Source: an optimization exercise on an open RTL-to-GDS flow (aim: small area, a short achievable clock period and few clock cycles). Production flows keep margins and buffers that such runs may drop. No run shown here included a check of the RTL's function; only the layout flow was run. Power figures rest on the tool's default switching activity, not on a simulated workload.

--- design/flow/config.mk ---
export PLATFORM = sky130hd
export DESIGN_NAME = psiframe
export DESIGN_NICKNAME = psiframe
export VERILOG_FILES = /design/flow/design.v
export SDC_FILE = /design/flow/constraint.sdc
export NUM_CORES = 4
export LEC_CHECK = 0
export CAP_MARGIN = 20
export CORE_MARGIN = 2
export CORE_UTILIZATION = 40
export SLEW_MARGIN = 20
--- design/flow/constraint.sdc ---
create_clock -name core_clock -period 10.0 [get_ports {clk}]
set_input_delay 2.0000 -clock core_clock [delete_from_list [all_inputs] [get_ports {clk}]]
set_output_delay 2.0000 -clock core_clock [all_outputs]
set_load 0.01 [all_outputs]
--- design/flow/design.v ---
module psiframe_crc8 (
  input  wire [31:0] crc_in,
  input  wire [7:0]  data,
  output reg  [31:0] crc_out
);
  integer i;
  reg fb;
  always @(*) begin
    crc_out = crc_in;
    for (i = 7; i >= 0; i = i - 1) begin
      fb      = crc_out[31] ^ data[i];
      crc_out = {crc_out[30:0], 1'b0};
      if (fb)
        crc_out = crc_out ^ 32'h04C11DB7;
    end
  end
endmodule
module psiframe (
  input  wire        clk,
  input  wire        rst,         
  input  wire        cmd_valid,
  input  wire [63:0] cmd,
  output wire        cmd_ready,
  output wire        ev_valid,
  output wire [9:0]  ev,
  input  wire        ev_ready,
  output wire        idle,
  output wire [63:0] st
);
  localparam [1:0] M_IDLE = 2'd0, M_SEC = 2'd1, M_FAULT = 2'd3;
  localparam [2:0] F_SIZE = 3'd1, F_FIELD = 3'd2, F_SEQ = 3'd3, F_OPCODE = 3'd6;
  localparam [3:0] C_NOP   = 4'd0,  C_ABORT = 4'd1,  C_CFG   = 4'd2,
                   C_BEGIN = 4'd3,  C_PUT   = 4'd4,  C_ALIGN = 4'd5,
                   C_ENDC  = 4'd6,  C_ENDN  = 4'd7,  C_BADOP = 4'd8,
                   C_RSV   = 4'd9,  C_PUTX  = 4'd10;
  localparam [9:0] SECTION_LIMIT = 10'd1021;
  localparam [9:0] LEGACY_LIMIT  = 10'd183;
  reg [1:0]  mode;
  reg [2:0]  fault;
  reg        legacy;
  reg [7:0]  accl;       
  reg [2:0]  nbits;
  reg [31:0] crc;
  reg [9:0]  seclen;
  reg        pc_v;
  reg [3:0]  pc_cls;
  reg [5:0]  pc_n;
  reg [31:0] pc_d;
  reg [31:0] ev_d;       
  reg [2:0]  ev_cnt;     
  reg        ev_crc;     
  reg        ev_mk;      
  reg        ev_ab;      
  wire [7:0] op = cmd[63:56];
  wire rs_hi  = |cmd[55:38];
  wire rs_mid = |cmd[37:1];
  wire rs_lo  = cmd[0];
  wire [5:0]  n = cmd[37:32];
  reg v_big;
  integer i;
  always @(*) begin
    v_big = 1'b0;
    for (i = 0; i < 32; i = i + 1)
      if (cmd[i] && n <= i) v_big = 1'b1;
  end
  wire putb_bad = (n == 6'd0) || (n > 6'd32) || v_big;
  reg [3:0] cls;
  always @(*) begin
    case (op)
      8'h00: cls = (rs_hi | rs_mid | rs_lo) ? C_RSV : C_NOP;
      8'h01: cls = (rs_hi | rs_mid | rs_lo) ? C_RSV : C_ABORT;
      8'h02: cls = (rs_hi | rs_mid)         ? C_RSV : C_CFG;
      8'h10: cls = (rs_hi | rs_mid | rs_lo) ? C_RSV : C_BEGIN;
      8'h11: cls = rs_hi ? C_RSV : (putb_bad ? C_PUTX : C_PUT);
      8'h12: cls = (rs_hi | rs_mid)         ? C_RSV : C_PUT;
      8'h13: cls = (rs_hi | rs_mid | rs_lo) ? C_RSV : C_ALIGN;
      8'h14: cls = (rs_hi | rs_mid | rs_lo) ? C_RSV : C_ENDC;
      8'h15: cls = (rs_hi | rs_mid | rs_lo) ? C_RSV : C_ENDN;
      default: cls = C_BADOP;
    endcase
  end
  wire [5:0] n_in = {n[5:1], n[0] | (op == 8'h12)};
  wire ev_bytes = ev_cnt != 3'd0;
  assign ev_valid = ev_bytes | ev_mk;
  wire [31:0] ev_src = ev_crc ? crc : ev_d;
  reg  [7:0] ev_byte;
  always @(*) begin
    case (ev_cnt[1:0])
      2'd1:    ev_byte = ev_src[7:0];
      2'd2:    ev_byte = ev_src[15:8];
      2'd3:    ev_byte = ev_src[23:16];
      default: ev_byte = ev_src[31:24];
    endcase
  end
  assign ev = ev_bytes ? {2'b00, ev_byte} : {2'b10, 6'd0, ev_ab, ev_ab};
  wire beat = ev_valid & ev_ready;
  wire last = ev_bytes ? (ev_cnt == 3'd1 && !ev_mk) : 1'b1;
  wire ev_free = !ev_valid | (beat & last);
  wire [31:0] crc_next;
  psiframe_crc8 u_crc (.crc_in(crc), .data(ev_byte), .crc_out(crc_next));
  wire in_idle  = mode == M_IDLE;
  wire in_sec   = mode == M_SEC;
  wire in_fault = mode == M_FAULT;
  wire is_abort = pc_cls == C_ABORT;
  wire is_cfg   = pc_cls == C_CFG;
  wire is_begin = pc_cls == C_BEGIN;
  wire is_put   = pc_cls == C_PUT;
  wire is_align = pc_cls == C_ALIGN;
  wire is_endc  = pc_cls == C_ENDC;
  wire is_endn  = pc_cls == C_ENDN;
  wire is_sink  = is_put | is_align;
  wire [5:0] tot   = is_align ? {2'b00, nbits != 3'd0, 3'b000} : {3'd0, nbits} + pc_n;
  wire [2:0] k     = tot[5:3];
  wire [2:0] r     = tot[2:0];
  wire [9:0] limit = legacy ? LEGACY_LIMIT : SECTION_LIMIT;
  wire [10:0] len_k = {1'b0, seclen} + {8'd0, k};
  wire [10:0] len_4 = {1'b0, seclen} + 11'd4;
  wire size_ok = len_k <= {1'b0, limit};
  wire crc_fit = len_4 <= {1'b0, limit};
  reg [2:0] fcode;
  always @(*) begin
    fcode = 3'd0;
    case (pc_cls)
      C_BADOP: fcode = F_OPCODE;
      C_RSV:   fcode = F_FIELD;
      C_CFG, C_BEGIN:
        if (!in_idle) fcode = F_SEQ;
      C_PUTX:
        fcode = in_sec ? F_FIELD : F_SEQ;
      C_PUT, C_ALIGN:
        if (!in_sec) fcode = F_SEQ;
        else if (!size_ok) fcode = F_SIZE;
      C_ENDC:
        if (!in_sec || nbits != 3'd0) fcode = F_SEQ;
        else if (!crc_fit) fcode = F_SIZE;
      C_ENDN:
        if (!in_sec || nbits != 3'd0) fcode = F_SEQ;
      default: ;
    endcase
  end
  wire may_emit = is_abort | is_begin | is_endc | is_endn |
                  (is_sink & (k != 3'd0));
  wire consume  = pc_v & (!may_emit | ev_free);
  assign cmd_ready = !pc_v | consume;
  wire run   = consume & !in_fault & (fcode == 3'd0);
  wire do_ab = consume & is_abort;           
  wire sink  = run & is_sink;
  wire emitb = sink & (k != 3'd0);
  wire [39:0] t = {pc_d, 8'd0} >> r;
  reg  [31:0] pk;
  always @(*) begin
    pk = t[39:8];
    case (k)
      3'd1: pk[7:0]   = pk[7:0]   | accl;
      3'd2: pk[15:8]  = pk[15:8]  | accl;
      3'd3: pk[23:16] = pk[23:16] | accl;
      3'd4: pk[31:24] = pk[31:24] | accl;
      default: ;
    endcase
  end
  always @(posedge clk) begin
    if (cmd_ready) begin
      pc_cls <= cls;
      pc_n   <= n_in;
      pc_d   <= cmd[31:0];
    end
    if (emitb)
      ev_d <= pk;
    if (rst) begin
      pc_v   <= 1'b0;
      mode   <= M_IDLE;
      fault  <= 3'd0;
      legacy <= 1'b0;
      accl   <= 8'd0;
      nbits  <= 3'd0;
      crc    <= 32'hFFFFFFFF;
      seclen <= 10'd0;
      ev_cnt <= 3'd0;
      ev_crc <= 1'b0;
      ev_mk  <= 1'b0;
      ev_ab  <= 1'b0;
    end else begin
      if (cmd_ready)
        pc_v <= cmd_valid;
      if (beat) begin
        if (ev_bytes) begin
          ev_cnt <= ev_cnt - 3'd1;
          if (!ev_crc)
            crc <= crc_next;
        end else
          ev_mk <= 1'b0;
      end
      if (consume) begin
        if (in_fault) begin
          if (is_abort) begin
            mode   <= M_IDLE;
            fault  <= 3'd0;
            accl   <= 8'd0;
            nbits  <= 3'd0;
            crc    <= 32'hFFFFFFFF;
            seclen <= 10'd0;
            ev_cnt <= 3'd0;
            ev_crc <= 1'b0;
            ev_mk  <= 1'b1;
            ev_ab  <= 1'b1;
          end
        end else if (fcode != 3'd0) begin
          mode  <= M_FAULT;
          fault <= fcode;
        end else begin
          case (pc_cls)
            C_ABORT: begin
              if (!in_idle) begin
                ev_cnt <= 3'd0;
                ev_crc <= 1'b0;
                ev_mk  <= 1'b1;
                ev_ab  <= 1'b1;
              end
              mode   <= M_IDLE;
              accl   <= 8'd0;
              nbits  <= 3'd0;
              crc    <= 32'hFFFFFFFF;
              seclen <= 10'd0;
            end
            C_CFG: legacy <= pc_d[0];
            C_BEGIN: begin
              mode   <= M_SEC;
              accl   <= 8'd0;
              nbits  <= 3'd0;
              crc    <= 32'hFFFFFFFF;
              seclen <= 10'd0;
            end
            C_PUT, C_ALIGN: begin
              accl   <= t[7:0] | ((k == 3'd0) ? accl : 8'd0);
              nbits  <= r;
              seclen <= len_k[9:0];
              if (k != 3'd0) begin
                ev_cnt <= k;
                ev_crc <= 1'b0;
                ev_mk  <= 1'b0;
              end
            end
            C_ENDC: begin
              mode   <= M_IDLE;
              seclen <= len_4[9:0];
              ev_cnt <= 3'd4;
              ev_crc <= 1'b1;
              ev_mk  <= 1'b1;
              ev_ab  <= 1'b0;
            end
            C_ENDN: begin
              mode   <= M_IDLE;
              ev_cnt <= 3'd0;
              ev_mk  <= 1'b1;
              ev_ab  <= 1'b0;
            end
            default: ;
          endcase
        end
      end
    end
  end
  assign idle = !pc_v & !ev_valid;
  assign st = {crc, 1'b0, 8'd0, 2'b00, seclen, nbits, 1'b0, legacy, 1'b0, fault, mode};
endmodule
--- design/flow/run.sh ---
#!/bin/bash
# synth_recipe.tcl (not shown) runs the flow's synth.tcl, then flattens the netlist and writes it again
# the make line also repeats each setting of config.mk as NAME=value (left out here)
make -C /OpenROAD-flow-scripts/flow DESIGN_CONFIG=/design/flow/config.mk WORK_HOME=/design/flow/orfs CLKGATE_MAP_FILE= SYNTH_SCRIPT=/design/flow/synth_recipe.tcl finish
==> flow_summary_export.csv, run 1 <==
group,metric,value,unit
route,vias,8452,
placement,place_inst,1473,
die,die_y,161.0,µm
logic_synthesis,synthTopCellsByArea,"edfxtp_1 23%, dfxtp_1 13%, nand2_1 5.9%",
route,dr.pass1.iters,6,
placement,io_buffers,130,
timing,period_share,0.6201,
logic_synthesis,synth_area_per_cell,9.134,µm²
pwr,leakagePower,4.534,nW
setup_path,cp-start-kind,"input port",
timing,rsz0062_at_grt,"false",
logic_synthesis,synth_top_area_frac,0.2253,
route,drt-wirelength-per-cell,18.23,µm
timing,hold_viol_final,0,
die,dieWidth,161.0,µm
cells_and_area,multi_input_area,5876,µm²
route,routed_wl,27.44,mm
timing,max_slew.worst_pin.slew,0.9822,ns
die,start_util,0.4068,
setup_path,critPathKind,"input port to primary output",
global_routing,grt_antenna_before_repair,0,
setup_path,crit_path_max_fanout,43,
job,drv_cap,0,
cells_and_area,syn_to_final_growth,19.94,%
timing,setup_viol,0,
logic_synthesis,yosysTopAreaCell,"edfxtp_1",
cts,clk_pin_slew,0.06,ns
global_routing,grt_start_max_net_pins,61,
cells_and_area,fill_cells,2374,
logic_synthesis,synth_warnings,2,
placement,globalplace.congestion,0.9131,
cells_and_area,drive_gt1_frac,0.09060,
cts,cts_resized,0,
logic_synthesis,yosys.area_share.simple,0.1828,
cts,htreeDepth,4,
timing,fin_crit,6.201,ns
cells_and_area,regArea,3523,µm²
setup_path,crit_required,8.00,ns
timing,relSlewSlack,0.3402,
setup_path,crit_path_end_kind,"primary output",
logic_synthesis,async_reset_ff_frac,0,
logic_synthesis,synth-xor-area-share,0.08980,
route,first_iter_violations,612,
timing,finalMaxSlewViolations,0,
logic_synthesis,muxShareOfSynthArea,0.06317,
logic_synthesis,synth_flop_cell,"edfxtp_1",
die,coreArea,24250,µm²
cts,clock_latency,0.43,ns
cts,clockBufferDepth,2,
cells_and_area,stdcell_count,1505,
cts,clock-sinks,139,
logic_synthesis,synth_edf_count,74,
cts,post_cts_buffers,0,
route,avgViaCountPerCell,5.616,
cells_and_area,diodes,0,
logic_synthesis,synth_top_family_by_area,"compound AO/OA/AOI/OAI gates",
timing,tns,0,ns
route,final_antenna_net_count,0,
global_routing,grt-ovfl-total,0,
min_path,hold_class,"flip-flop to flip-flop",
pwr,power,3.498,mW
logic_synthesis,synth_compound_area_frac,0.2220,
logic_synthesis,synth.distinct_cells,91,
timing,skew,0.01591,ns
die,io_pins,145,
global_routing,grt_util_all_layers,0.2126,
logic_synthesis,synthAdderAreaFrac,0.03196,
timing,fmax,161.3,MHz
global_routing,grt_pass1_wl,44.06,mm
status,outcome,"no timing/DRC/antenna violations",
logic_synthesis,synth_common_cells,"156 x nand2_1, 75 x nor2_1, 74 x edfxtp_1",
logic_synthesis,ys_seq_area_frac,0.3572,
die,dieArea,25930,µm²
setup_path,cp.arrival,4.20,ns
logic_synthesis,netlist_area,9864,µm²
cts,clockRootBuffer,"clkbuf_16",
logic_synthesis,ys_ff_latch,139,
die,rows,57,
cts,cts_inserted_buffers,17,
pwr,power.density,295.7,nW/µm²
global_routing,grt_pass1_vias,8041,
logic_synthesis,synth_cells,1080,
pwr,ir_drop,0.0002590,V
cts,cts_hold_buf,0,
placement,place_hpwl,20.60,mm
cells_and_area,nets,1260,
route,drc_errors,0,
logic_synthesis,synthMostInstantiatedCell,"nand2_1",
cts,tritoncts,"done",
[power by group]
part	switching [mW]	internal, mW
registers	0.0902	0.674
logic	1.13	0.991
clock network	0.259	0.356
total	1.48	2.02
[routing by layer]
layer,vias to the layer above,global-route usage,wire length (µm)
met2,303,0.3420,12660
met1,3964,0.2987,12760
met5,-,0,0
li1,4158,-,-
met4,0,0.05357,380
met3,27,0.03544,1629
[area by class of cell]
class | count | share of cell area
clock inverters | 11 | 0.006557
well taps | 324 | 0.03426
clock buffers | 21 | 0.04177
inverters | 21 | 0.006662
flip-flops and latches | 139 | 0.2978
multi-input cells | 849 | 0.4966
repair buffers | 140 | 0.1163
[worst paths after layout]
check | slack [ns] | endpoint | start | cells after the start
min reg2reg | 0.48 | fault[0]$_SDFFE_PP0P_ | fault[0]$_SDFFE_PP0P_ | 2
max | 3.80 | cmd_ready | ev_ready | 8
max reg2reg | 4.01 | nbits[0]$_SDFFE_PP0P_ | pc_cls[1]$_SDFFCE_PN0P_ | 17
min | 0.48 | fault[0]$_SDFFE_PP0P_ | fault[0]$_SDFFE_PP0P_ | 2
[metrics by stage]
stage	setup WS, ns	cell area [µm²]	hold WS, ns	utilization
global placement	3.786	11260	0.4591	0.4643
CTS	3.774	11830	0.4739	0.4879
detailed placement	3.797	11260	0.4650	0.4643
floorplan	4.667	9913	0.4402	-
finish	3.799	11830	0.4768	0.4879
global route	3.567	11830	0.5062	0.4879
[kinds of logic after synthesis]
group,after synthesis
mux,61
flops,139
compound gates,278
buf+inv,105
other cells,1
fa+ha+maj,24
simple gates,386
xor+xnor,86
[state kept, by name, indices dropped and copies added, names as in the netlist]
register / flops
crc: 32
ev_d: 32
pc_d: 32
seclen: 10
accl: 7
pc_n: 6
pc_cls: 4
ev_cnt: 3
fault: 3
nbits: 3
mode: 2
ev_ab: 1
ev_crc: 1
ev_mk: 1
legacy: 1
pc_v: 1
[critical path: stages]
cell,delay (ns)
clkdlybuf4s50_1,0.54
nand2_1,0.07
nor2_1,0.11
a21oi_1,0.09
o32a_1,0.22
nand2_2,0.07
buf_4,0.44
clkdlybuf4s50_1,0.64
[cells in the final DEF (no fill, tap or decap), types with 8 or more instances in the layout]
master / count
and2_1: 8
nand4_1: 13
nand2b_1: 19
edfxtp_1: 74
clkdlybuf4s50_1: 130
a22oi_1: 17
o211ai_1: 9
o31ai_1: 10
xor2_1: 27
inv_1: 20
and3_1: 17
o22ai_1: 10
nor2_1: 75
mux2i_1: 51
ha_1: 22
buf_4: 10
mux2_2: 9
xnor2_1: 49
nor3_1: 15
nand2_1: 154
a21oi_1: 50
conb_1: 14
o211ai_2: 28
clkbuf_16: 19
nand3_1: 37
nor4_1: 10
a211oi_1: 17
o21ai_0: 31
a221o_1: 18
dfxtp_1: 65
==> inputs of run 2 (changes only) <==
--- a/design/flow/design.v
+++ b/design/flow/design.v
@@ -48,7 +48,7 @@
   reg [31:0] pc_d;
-  reg [31:0] ev_d;       
-  reg [2:0]  ev_cnt;     
-  reg        ev_crc;     
-  reg        ev_mk;      
-  reg        ev_ab;      
+  reg [31:0] q_d;        
+  reg [2:0]  q_cnt;      
+  reg        q_crc;      
+  reg        q_mk;       
+  reg        q_ab;       
   wire [7:0] op = cmd[63:56];
@@ -82,20 +82,25 @@
   wire [5:0] n_in = {n[5:1], n[0] | (op == 8'h12)};
-  wire ev_bytes = ev_cnt != 3'd0;
-  assign ev_valid = ev_bytes | ev_mk;
-  wire [31:0] ev_src = ev_crc ? crc : ev_d;
-  reg  [7:0] ev_byte;
-  always @(*) begin
-    case (ev_cnt[1:0])
-      2'd1:    ev_byte = ev_src[7:0];
-      2'd2:    ev_byte = ev_src[15:8];
-      2'd3:    ev_byte = ev_src[23:16];
-      default: ev_byte = ev_src[31:24];
-    endcase
-  end
-  assign ev = ev_bytes ? {2'b00, ev_byte} : {2'b10, 6'd0, ev_ab, ev_ab};
-  wire beat = ev_valid & ev_ready;
-  wire last = ev_bytes ? (ev_cnt == 3'd1 && !ev_mk) : 1'b1;
-  wire ev_free = !ev_valid | (beat & last);
+  reg        o_v;
+  reg  [7:0] o_d;
+  reg        o_m;        
+  reg        o_body;     
+  assign ev_valid = o_v;
+  assign ev       = {o_m, 1'b0, o_d};
+  wire beat    = o_v & ev_ready;
+  wire or_free = !o_v | ev_ready;
   wire [31:0] crc_next;
-  psiframe_crc8 u_crc (.crc_in(crc), .data(ev_byte), .crc_out(crc_next));
+  psiframe_crc8 u_crc (.crc_in(crc), .data(o_d), .crc_out(crc_next));
+  wire q_bytes = q_cnt != 3'd0;
+  wire q_empty = !q_bytes & !q_mk;
+  wire [31:0] q_src = q_crc ? crc : q_d;
+  reg  [7:0] q_byte;
+  always @(*) begin
+    case (q_cnt[1:0])
+      2'd1:    q_byte = q_src[7:0];
+      2'd2:    q_byte = q_src[15:8];
+      2'd3:    q_byte = q_src[23:16];
+      default: q_byte = q_src[31:24];
+    endcase
+  end
+  wire xfer = or_free & !q_empty & !(q_bytes & q_crc & o_v & o_body);
   wire in_idle  = mode == M_IDLE;
@@ -142,3 +147,3 @@
                   (is_sink & (k != 3'd0));
-  wire consume  = pc_v & (!may_emit | ev_free);
+  wire consume  = pc_v & (!may_emit | q_empty);
   assign cmd_ready = !pc_v | consume;
@@ -160,2 +165,11 @@
   end
+  reg [7:0] first;
+  always @(*) begin
+    case (k[1:0])
+      2'd1:    first = pk[7:0];
+      2'd2:    first = pk[15:8];
+      2'd3:    first = pk[23:16];
+      default: first = pk[31:24];
+    endcase
+  end
   always @(posedge clk) begin
@@ -166,4 +180,4 @@
     end
-    if (emitb)
-      ev_d <= pk;
+    if (q_empty)
+      q_d <= pk;
     if (rst) begin
@@ -177,6 +191,10 @@
       seclen <= 10'd0;
-      ev_cnt <= 3'd0;
-      ev_crc <= 1'b0;
-      ev_mk  <= 1'b0;
-      ev_ab  <= 1'b0;
+      q_cnt  <= 3'd0;
+      q_crc  <= 1'b0;
+      q_mk   <= 1'b0;
+      q_ab   <= 1'b0;
+      o_v    <= 1'b0;
+      o_d    <= 8'd0;
+      o_m    <= 1'b0;
+      o_body <= 1'b0;
     end else begin
@@ -185,8 +203,19 @@
       if (beat) begin
-        if (ev_bytes) begin
-          ev_cnt <= ev_cnt - 3'd1;
-          if (!ev_crc)
-            crc <= crc_next;
-        end else
-          ev_mk <= 1'b0;
+        o_v <= 1'b0;
+        if (o_body)
+          crc <= crc_next;
+      end
+      if (xfer) begin
+        o_v <= 1'b1;
+        if (q_bytes) begin
+          o_d    <= q_byte;
+          o_m    <= 1'b0;
+          o_body <= !q_crc;
+          q_cnt  <= q_cnt - 3'd1;
+        end else begin
+          o_d    <= {6'd0, q_ab, q_ab};
+          o_m    <= 1'b1;
+          o_body <= 1'b0;
+          q_mk   <= 1'b0;
+        end
       end
@@ -201,6 +230,6 @@
             seclen <= 10'd0;
-            ev_cnt <= 3'd0;
-            ev_crc <= 1'b0;
-            ev_mk  <= 1'b1;
-            ev_ab  <= 1'b1;
+            q_cnt  <= 3'd0;
+            q_mk   <= 1'b1;
+            q_ab   <= 1'b1;
+            o_body <= 1'b0;
           end
@@ -213,6 +242,6 @@
               if (!in_idle) begin
-                ev_cnt <= 3'd0;
-                ev_crc <= 1'b0;
-                ev_mk  <= 1'b1;
-                ev_ab  <= 1'b1;
+                q_cnt  <= 3'd0;
+                q_mk   <= 1'b1;
+                q_ab   <= 1'b1;
+                o_body <= 1'b0;
               end
@@ -237,5 +266,12 @@
               if (k != 3'd0) begin
-                ev_cnt <= k;
-                ev_crc <= 1'b0;
-                ev_mk  <= 1'b0;
+                q_crc <= 1'b0;
+                q_mk  <= 1'b0;
+                if (or_free) begin
+                  o_v    <= 1'b1;
+                  o_d    <= first;
+                  o_m    <= 1'b0;
+                  o_body <= 1'b1;
+                  q_cnt  <= k - 3'd1;
+                end else
+                  q_cnt  <= k;
               end
@@ -245,6 +281,6 @@
               seclen <= len_4[9:0];
-              ev_cnt <= 3'd4;
-              ev_crc <= 1'b1;
-              ev_mk  <= 1'b1;
-              ev_ab  <= 1'b0;
+              q_cnt  <= 3'd4;
+              q_crc  <= 1'b1;
+              q_mk   <= 1'b1;
+              q_ab   <= 1'b0;
             end
@@ -252,5 +288,5 @@
               mode   <= M_IDLE;
-              ev_cnt <= 3'd0;
-              ev_mk  <= 1'b1;
-              ev_ab  <= 1'b0;
+              q_cnt  <= 3'd0;
+              q_mk   <= 1'b1;
+              q_ab   <= 1'b0;
             end
@@ -262,3 +298,3 @@
   end
-  assign idle = !pc_v & !ev_valid;
+  assign idle = !pc_v & q_empty & !o_v;
   assign st = {crc, 1'b0, 8'd0, 2'b00, seclen, nbits, 1'b0, legacy, 1'b0, fault, mode};
==> flow_summary_export.csv, run 2 <==
group,metric,value,unit
timing,relSlewSlack,0.3116,
pwr,power,1.557,mW
timing,setup_slack,3.163,ns
placement,place_hpwl,23.05,mm
placement,pre_cts_ws,3.531,ns
logic_synthesis,synth_cells,1218,
route,first_iter_violations,905,
pwr,power.density,122.1,nW/µm²
die,coreArea,26130,µm²
logic_synthesis,ys_ff_latch,150,
global_routing,grt_antenna_before_repair,0,
placement,place_inst,1608,
logic_synthesis,netlist_area,10680,µm²
cts,clockBufferDepth,2,
die,die_y,167.4,µm
cts,cts_inserted_buffers,17,
logic_synthesis,synth_area_per_cell,8.770,µm²
pwr,p_sw,0.4506,mW
cells_and_area,stdcell_count,1640,
logic_synthesis,yosysTopAreaCell,"edfxtp_1",
route,avgViaCountPerCell,5.936,
setup_path,crit_slowest_cell,"nand4bb_1",
logic_synthesis,synthAdderAreaFrac,0.03538,
pwr,ir_drop,0.0001183,V
pwr,sw_frac_of_total,0.2894,
setup_path,cp_num_buf_inv,4,
setup_path,path_delay_family,"buffers and inverters",
cts,post_cts_buffers,0,
route,drc_errors,0,
route,drt-wirelength-per-cell,18.91,µm
setup_path,cp-start-kind,"flip-flop",
logic_synthesis,synth_warnings,2,
cts,cts_hold_buf,0,
min_path,hold_class,"flip-flop to flip-flop",
setup_path,critPathMostFrequentCell,"inv_1",
pwr,leakagePower,4.923,nW
cts,clk_pin_slew,0.07,ns
die,start_util,0.4087,
logic_synthesis,synth_edf_count,74,
die,dieWidth,167.4,µm
timing,hold_viol_final,0,
placement,globalplace.congestion,0.9187,
timing,finalMaxSlewViolations,0,
timing,setup_viol,0,
global_routing,grt_util_all_layers,0.2187,
timing,hold_ws,0.4933,ns
placement,place_area,12130,µm²
cells_and_area,fill_cells,2488,
setup_path,max_stage_delay,0.98,ns
cells_and_area,diodes,0,
setup_path,cp.arrival,4.84,ns
route,vias,9735,
timing,skew,0.01709,ns
timing,max_slew.worst_pin.slew,1.031,ns
logic_synthesis,synth.distinct_cells,82,
logic_synthesis,synth_top_area_frac,0.2080,
logic_synthesis,synthTopCellsByArea,"edfxtp_1 21%, dfxtp_1 14%, xnor2_1 5.3%",
cts,clock-sinks,150,
timing,fmax,146.3,MHz
setup_path,crit_required,8.00,ns
cells_and_area,final_cell_mix,"130 x clkdlybuf4s50_1, 124 x nand2_1, 83 x a21oi_1",
cts,htreeDepth,4,
cells_and_area,syn_to_final_growth,19.41,%
placement,io_buffers,130,
timing,tns,0,ns
cells_and_area,drive_gt1_frac,0.08506,
logic_synthesis,muxShareOfSynthArea,0.06689,
cts,clock_latency,0.44,ns
route,final_antenna_net_count,0,
cells_and_area,nets,1389,
global_routing,grt_start_max_net_pins,71,
logic_synthesis,synthMostInstantiatedCell,"nand2_1",
pwr,p_seq_frac,0.446,
setup_path,crit_path_end_kind,"primary output",
setup_path,reg2reg_from,"pc_cls[3]$_SDFFCE_PN1P_",
timing,period_share,0.6837,
cts,cts_resized,0,
setup_path,cp-startpoint,"pc_cls[3]$_SDFFCE_PN1P_",
global_routing,grt-ovfl-total,0,
cells_and_area,top_regs,"crc (32), pc_d (32), q_d (32)",
logic_synthesis,ys_seq_area_frac,0.3505,
route,routed_wl,31.01,mm
min_path,hold_depth,2,
timing,fin_crit,6.837,ns
logic_synthesis,async_reset_ff_frac,0,
setup_path,crit_cells,10,
logic_synthesis,synth-xor-area-share,0.07380,
pwr,p_int,1.107,mW
cells_and_area,fin_util,0.4881,
pwr,combPwrFrac,0.133,
global_routing,grt_pass1_vias,8844,
min_path,min_from,"fault[2]$_SDFFE_PP0P_",
status,outcome,"no timing/DRC/antenna violations",
die,dieArea,28030,µm²
setup_path,crit_path_max_fanout,44,
job,drv_cap,0,
cells_and_area,fin_area,12750,µm²
cts,tritoncts,"done",
logic_synthesis,synth_compound_area_frac,0.2483,
setup_path,r2r_cells,17,
setup_path,crit_chain,"nand4bb_1 -> a21oi_1 -> ha_1 -> inv_1 -> o31ai_1 -> a31o_2 -> inv_1 -> nand2_2 -> buf_4 -> clkdlybuf4s50_1",
die,io_pins,145,
timing,rsz0062_at_grt,"false",
logic_synthesis,synth_common_cells,"125 x nand2_1, 83 x a21oi_1, 81 x nor2_1",
die,rows,59,
global_routing,grt_pass1_wl,49.35,mm
logic_synthesis,synth_top_family_by_area,"compound AO/OA/AOI/OAI gates",
pwr,p_clk_frac,0.421,
logic_synthesis,synth_flop_cell,"dfxtp_1",
setup_path,critPathKind,"flip-flop to primary output",
logic_synthesis,yosys.area_share.simple,0.1680,
route,dr.pass1.iters,26,
cts,clockRootBuffer,"clkbuf_16",
cells_and_area,final_common_cell,"clkdlybuf4s50_1",
-- run 2: path summary, 6_finish.rpt --
path              slack (ns)                     to
setup reg to reg        3.46        q_mk$_SDFF_PP0_
setup / recovery        3.16              cmd_ready
hold / removal          0.49  fault[2]$_SDFFE_PP0P_
hold reg to reg         0.49  fault[2]$_SDFFE_PP0P_
-- run 2: layout make-up --
type | count | area (µm²) | area share
Multi-Input combinational cell | 941 | 6439 | 0.5048
Sequential cell | 150 | 3744 | 0.2935
Timing Repair Buffer | 144 | 1406 | 0.1103
Clock buffer | 17 | 425.4 | 0.03335
Tap cell | 335 | 419.2 | 0.03286
Clock inverter | 15 | 178.9 | 0.01403
Inverter | 38 | 142.6 | 0.01118
-- run 2: power by group through the flow --
stage	Combinational, mW	Sequential (mW)	Clock [mW]
3_3_place_gp	0.202	0.708	0
2_1_floorplan	0.134	0.701	0
5_1_grt	0.224	0.698	0.687
3_5_place_dp	0.203	0.709	0
6_report	0.206	0.695	0.656
4_1_cts	0.204	0.695	0.662
-- run 2: worst register-to-register path, stage by stage (launching register included) --
cell	delay, ns
edfxtp_1	0.61
nand4bb_1	0.98
a21oi_1	0.75
inv_1	0.19
ha_1	0.26
fa_1	0.45
a21o_1	0.24
and2_1	0.20
xor2_1	0.16
ha_1	0.34
and4b_1	0.20
nand4_1	0.12
a311oi_1	0.29
a21oi_1	0.09
o21a_4	0.27
nor2_1	0.62
o21ai_0	0.19
a2111oi_0	0.46
-- run 2: routing by layer --
layer,wire (µm),GRT usage,vias up
met5,0,0,-
met4,520,0.06238,0
met3,2211,0.03262,36
met2,13940,0.3406,433
met1,14340,0.3157,4557
li1,-,-,4709
-- run 2: kinds of logic (layout without fill, tap and decap cells) --
| family | count (synthesis) | after routing |
|---|---|---|
| compound gates | 382 | 382 |
| simple gates | 367 | 367 |
| flops | 150 | 150 |
| buf+inv | 140 | 214 |
| xor+xnor | 90 | 90 |
| mux | 59 | 59 |
| fa+ha+maj | 29 | 29 |
| other cells | 1 | 14 |
==> inputs of run 3 (changes only) <==
--- a/design/flow/config.mk
+++ b/design/flow/config.mk
@@ -10,2 +10,3 @@
 export CORE_UTILIZATION = 40
+export SETUP_SLACK_MARGIN = 5
 export SLEW_MARGIN = 20
==> flow_summary_export.csv, run 3 <==
group,metric,value,unit
placement,place_area,12160,µm²
global_routing,grt_pass1_wl,51.78,mm
route,final_antenna_net_count,0,
pwr,power,1.550,mW
pwr,p_sw,0.4436,mW
pwr,leakagePower,5.203,nW
logic_synthesis,synth_edf_count,74,
setup_path,r2r_cells,19,
pwr,ir_drop,0.0001138,V
cts,clock_latency,0.43,ns
setup_path,r2r_end,"o_d[0]$_SDFF_PP0_",
logic_synthesis,synth_warnings,2,
route,drc_errors,0,
pwr,combPwrFrac,0.139,
cells_and_area,final_cell_mix,"129 x clkdlybuf4s50_1, 124 x nand2_1, 79 x a21oi_1",
timing,max_slew.worst_pin.slew,0.9739,ns
setup_path,endpoint,"cmd_ready",
logic_synthesis,ys_ff_latch,150,
route,routed_wl,32.53,mm
setup_path,critPathKind,"flip-flop to primary output",
logic_synthesis,async_reset_ff_frac,0,
global_routing,grt_util_all_layers,0.2280,
route,first_iter_violations,914,
timing,relSlewSlack,0.3479,
logic_synthesis,synth.distinct_cells,82,
min_path,hold_class,"flip-flop to flip-flop",
route,dr.pass1.iters,16,
setup_path,reg2reg_from,"pc_n[0]$_DFFE_PP_",
cts,tritoncts,"done",
route,vias,10042,
logic_synthesis,netlist_area,10680,µm²
setup_path,crit_path_max_fanout,4,
cts,clockBufferDepth,2,
placement,globalplace.congestion,0.9298,
cts,htreeDepth,4,
timing,hold_viol_final,0,
setup_path,crit_slowest_cell,"edfxtp_1",
route,avgViaCountPerCell,5.988,
timing,skew,0.01178,ns
route,drt-wirelength-per-cell,19.39,µm
logic_synthesis,synthTopCellsByArea,"edfxtp_1 21%, dfxtp_1 14%, xnor2_1 5.3%",
setup_path,path_delay_family,"adder cells",
pwr,power.density,116.3,nW/µm²
setup_path,crit_cells,15,
cells_and_area,drive_gt1_frac,0.1326,
cells_and_area,nets,1426,
timing,fmax,201.6,MHz
logic_synthesis,yosysTopAreaCell,"edfxtp_1",
die,dieArea,28030,µm²
logic_synthesis,synthMostInstantiatedCell,"nand2_1",
timing,setup_viol,0,
die,coreArea,26130,µm²
setup_path,cp-start-kind,"flip-flop",
die,die_y,167.4,µm
cells_and_area,diodes,0,
pwr,p_seq_frac,0.449,
status,outcome,"no timing/DRC/antenna violations",
logic_synthesis,synth_flop_cell,"dfxtp_1",
pwr,p_int,1.106,mW
die,dieWidth,167.4,µm
cts,clk_pin_slew,0.07,ns
cts,cts_inserted_buffers,17,
setup_path,cp-startpoint,"pc_n[0]$_DFFE_PP_",
job,drv_cap,0,
pwr,p_clk_frac,0.412,
die,start_util,0.4087,
die,rows,59,
pwr,sw_frac_of_total,0.2862,
cells_and_area,final_common_cell,"clkdlybuf4s50_1",
placement,place_hpwl,23.09,mm
cts,clockRootBuffer,"clkbuf_16",
timing,period_share,0.4961,
setup_path,r2r_setup_slack,5.08,ns
setup_path,critPathMostFrequentCell,"inv_2",
timing,fin_crit,4.961,ns
logic_synthesis,synth_top_area_frac,0.2080,
setup_path,crit_chain,"ha_4 -> fa_2 -> a21oi_2 -> nor2b_1 -> xnor2_1 -> nor2_2 -> inv_2 -> ha_4 -> inv_2 -> o31ai_2 -> a31o_2 -> inv_2 -> nand2_4 -> buf_12 -> buf_2",
setup_path,cp_num_buf_inv,5,
global_routing,grt_start_max_net_pins,71,
timing,tns,0,ns
setup_path,crit_path_end_kind,"primary output",
setup_path,cp.arrival,2.96,ns
logic_synthesis,ys_seq_area_frac,0.3505,
timing,finalMaxSlewViolations,0,
timing,rsz0062_at_grt,"true",
placement,io_buffers,130,
cells_and_area,fin_area,13330,µm²
cts,clock-sinks,150,
global_routing,grt-ovfl-total,0,
logic_synthesis,synth_common_cells,"125 x nand2_1, 83 x a21oi_1, 81 x nor2_1",
setup_path,crit_required,8.00,ns
global_routing,grt_pass1_vias,9296,
logic_synthesis,synth_cells,1218,
global_routing,grt_antenna_before_repair,0,
logic_synthesis,synth_area_per_cell,8.770,µm²
cells_and_area,syn_to_final_growth,24.76,%
die,io_pins,145,
setup_path,max_stage_delay,0.42,ns
cells_and_area,top_regs,"crc (32), pc_d (32), q_d (32)",
-- run 3: per-stage QoR --
step | setup slack [ns] | cells | hold slack, ns | utilization
finish | 5.039 | 1677 | 0.4965 | 0.5100
global route | 4.896 | 1677 | 0.5134 | 0.5100
CTS | 4.904 | 1660 | 0.4988 | 0.4996
detailed placement | 3.575 | 1607 | 0.4875 | 0.4652
global placement | 3.698 | 1606 | 0.4729 | 0.4642
floorplan | 5.034 | 1231 | 0.4937 | -
-- run 3: worst min-delay path, delay by kind of cell, from the launching register on --
family	cells	cell delay, ns
flip-flops	1	0.32
AO/OA/AOI/OAI	2	0.13
-- run 3: cells by family (layout without fill, tap and decap cells) --
logic type,after synthesis,in the layout,share of synthesized area
xor gates and xnor gates,90,90,0.07380
muxes,59,59,0.06689
other,1,14,0.0003511
and+or+nand+nor,367,368,0.1680
DFF,150,150,0.3505
AOI/OAI and AO/OA,382,382,0.2483
buffers and inverters,140,250,0.05681
adders and majority gates,29,29,0.03538
-- run 3: layer usage --
metal | wire length, µm | up-vias | GRT usage
li1 | - | 4784 | -
met1 | 14710 | 4775 | 0.3208
met2 | 15000 | 426 | 0.3583
met3 | 2046 | 57 | 0.03427
met4 | 773 | 0 | 0.07864
met5 | 0 | - | 0
-- run 3: final cells by class --
class / instances / area (µm²)
Multi-Input combinational cell: 942 / 6611
Clock buffer: 17 / 425.4
Inverter: 38 / 142.6
Tap cell: 335 / 419.2
Timing Repair Buffer: 180 / 1831
Sequential cell: 150 / 3747
Clock inverter: 15 / 150.1
Fill cell: 2469 / 12810
-- run 3: power by group through the flow --
stage | Combinational, mW | Clock (mW) | Sequential (mW)
2_1_floorplan | 0.134 | 0 | 0.701
3_3_place_gp | 0.203 | 0 | 0.707
3_5_place_dp | 0.204 | 0 | 0.708
4_1_cts | 0.208 | 0.647 | 0.694
5_1_grt | 0.235 | 0.672 | 0.698
6_report | 0.215 | 0.639 | 0.695
-- run 3: what timing repair did --
action,in CTS,in global routing
hold endpoints to repair,0,0
hold buffers,0,0
buffers inserted,18,15
cloned,3,2
setup endpoints to repair,76,70
resized for setup,23,25
pin swaps,7,15
-- run 3: worst min-delay path by stage --
| stage | from | to | slack, ns | cells after the start |
|---|---|---|---|---|
| after floorplan | accl[1]$_SDFFE_PP0P_ | accl[1]$_SDFFE_PP0P_ | 0.49 | 1 |
| after CTS | fault[1]$_SDFFE_PP0P_ | fault[1]$_SDFFE_PP0P_ | 0.50 | 2 |
| final | fault[1]$_SDFFE_PP0P_ | fault[1]$_SDFFE_PP0P_ | 0.50 | 2 |
| after global placement | fault[2]$_SDFFE_PP0P_ | fault[2]$_SDFFE_PP0P_ | 0.47 | 2 |
| after detailed placement | fault[1]$_SDFFE_PP0P_ | fault[1]$_SDFFE_PP0P_ | 0.49 | 2 |
| after global routing | fault[1]$_SDFFE_PP0P_ | fault[1]$_SDFFE_PP0P_ | 0.51 | 2 |

[separate check: timing with driven ports]
The flow's constraints put no driver on any port. The routed layouts listed below were extracted and timed again, unchanged, in two steps. Step 1 assumes that a clkbuf_16 drives the clock port and a buf_2 every other input. Step 2 times the ports against the registers' clock, not the clock port: input delays grow and output delays shrink by t, the midpoint of the rising clock arrivals with the driver on. Slacks: ideal ports / drivers / drivers and shift; pairs: ideal ports / drivers.
run	t, ns	setup slack, ns	worst hold slack (ns)	worst setup path after step 2	worst register clock-pin slew, ns
run 1	0.470	3.799 / 3.740 / 3.740	0.477 / 0.477 / 0.477	input to output	0.07 / 0.07
run 2	0.481	3.163 / 3.117 / 3.461	0.493 / 0.493 / 0.493	register to register	0.08 / 0.08
run 3	0.471	5.039 / 4.997 / 5.027	0.496 / 0.496 / 0.496	input to register	0.07 / 0.07
After both steps setup and hold are still met in every run listed. The setup slack of run 1, which loses most, moves by -0.059 ns with the drivers and by -0.059 ns with both steps.
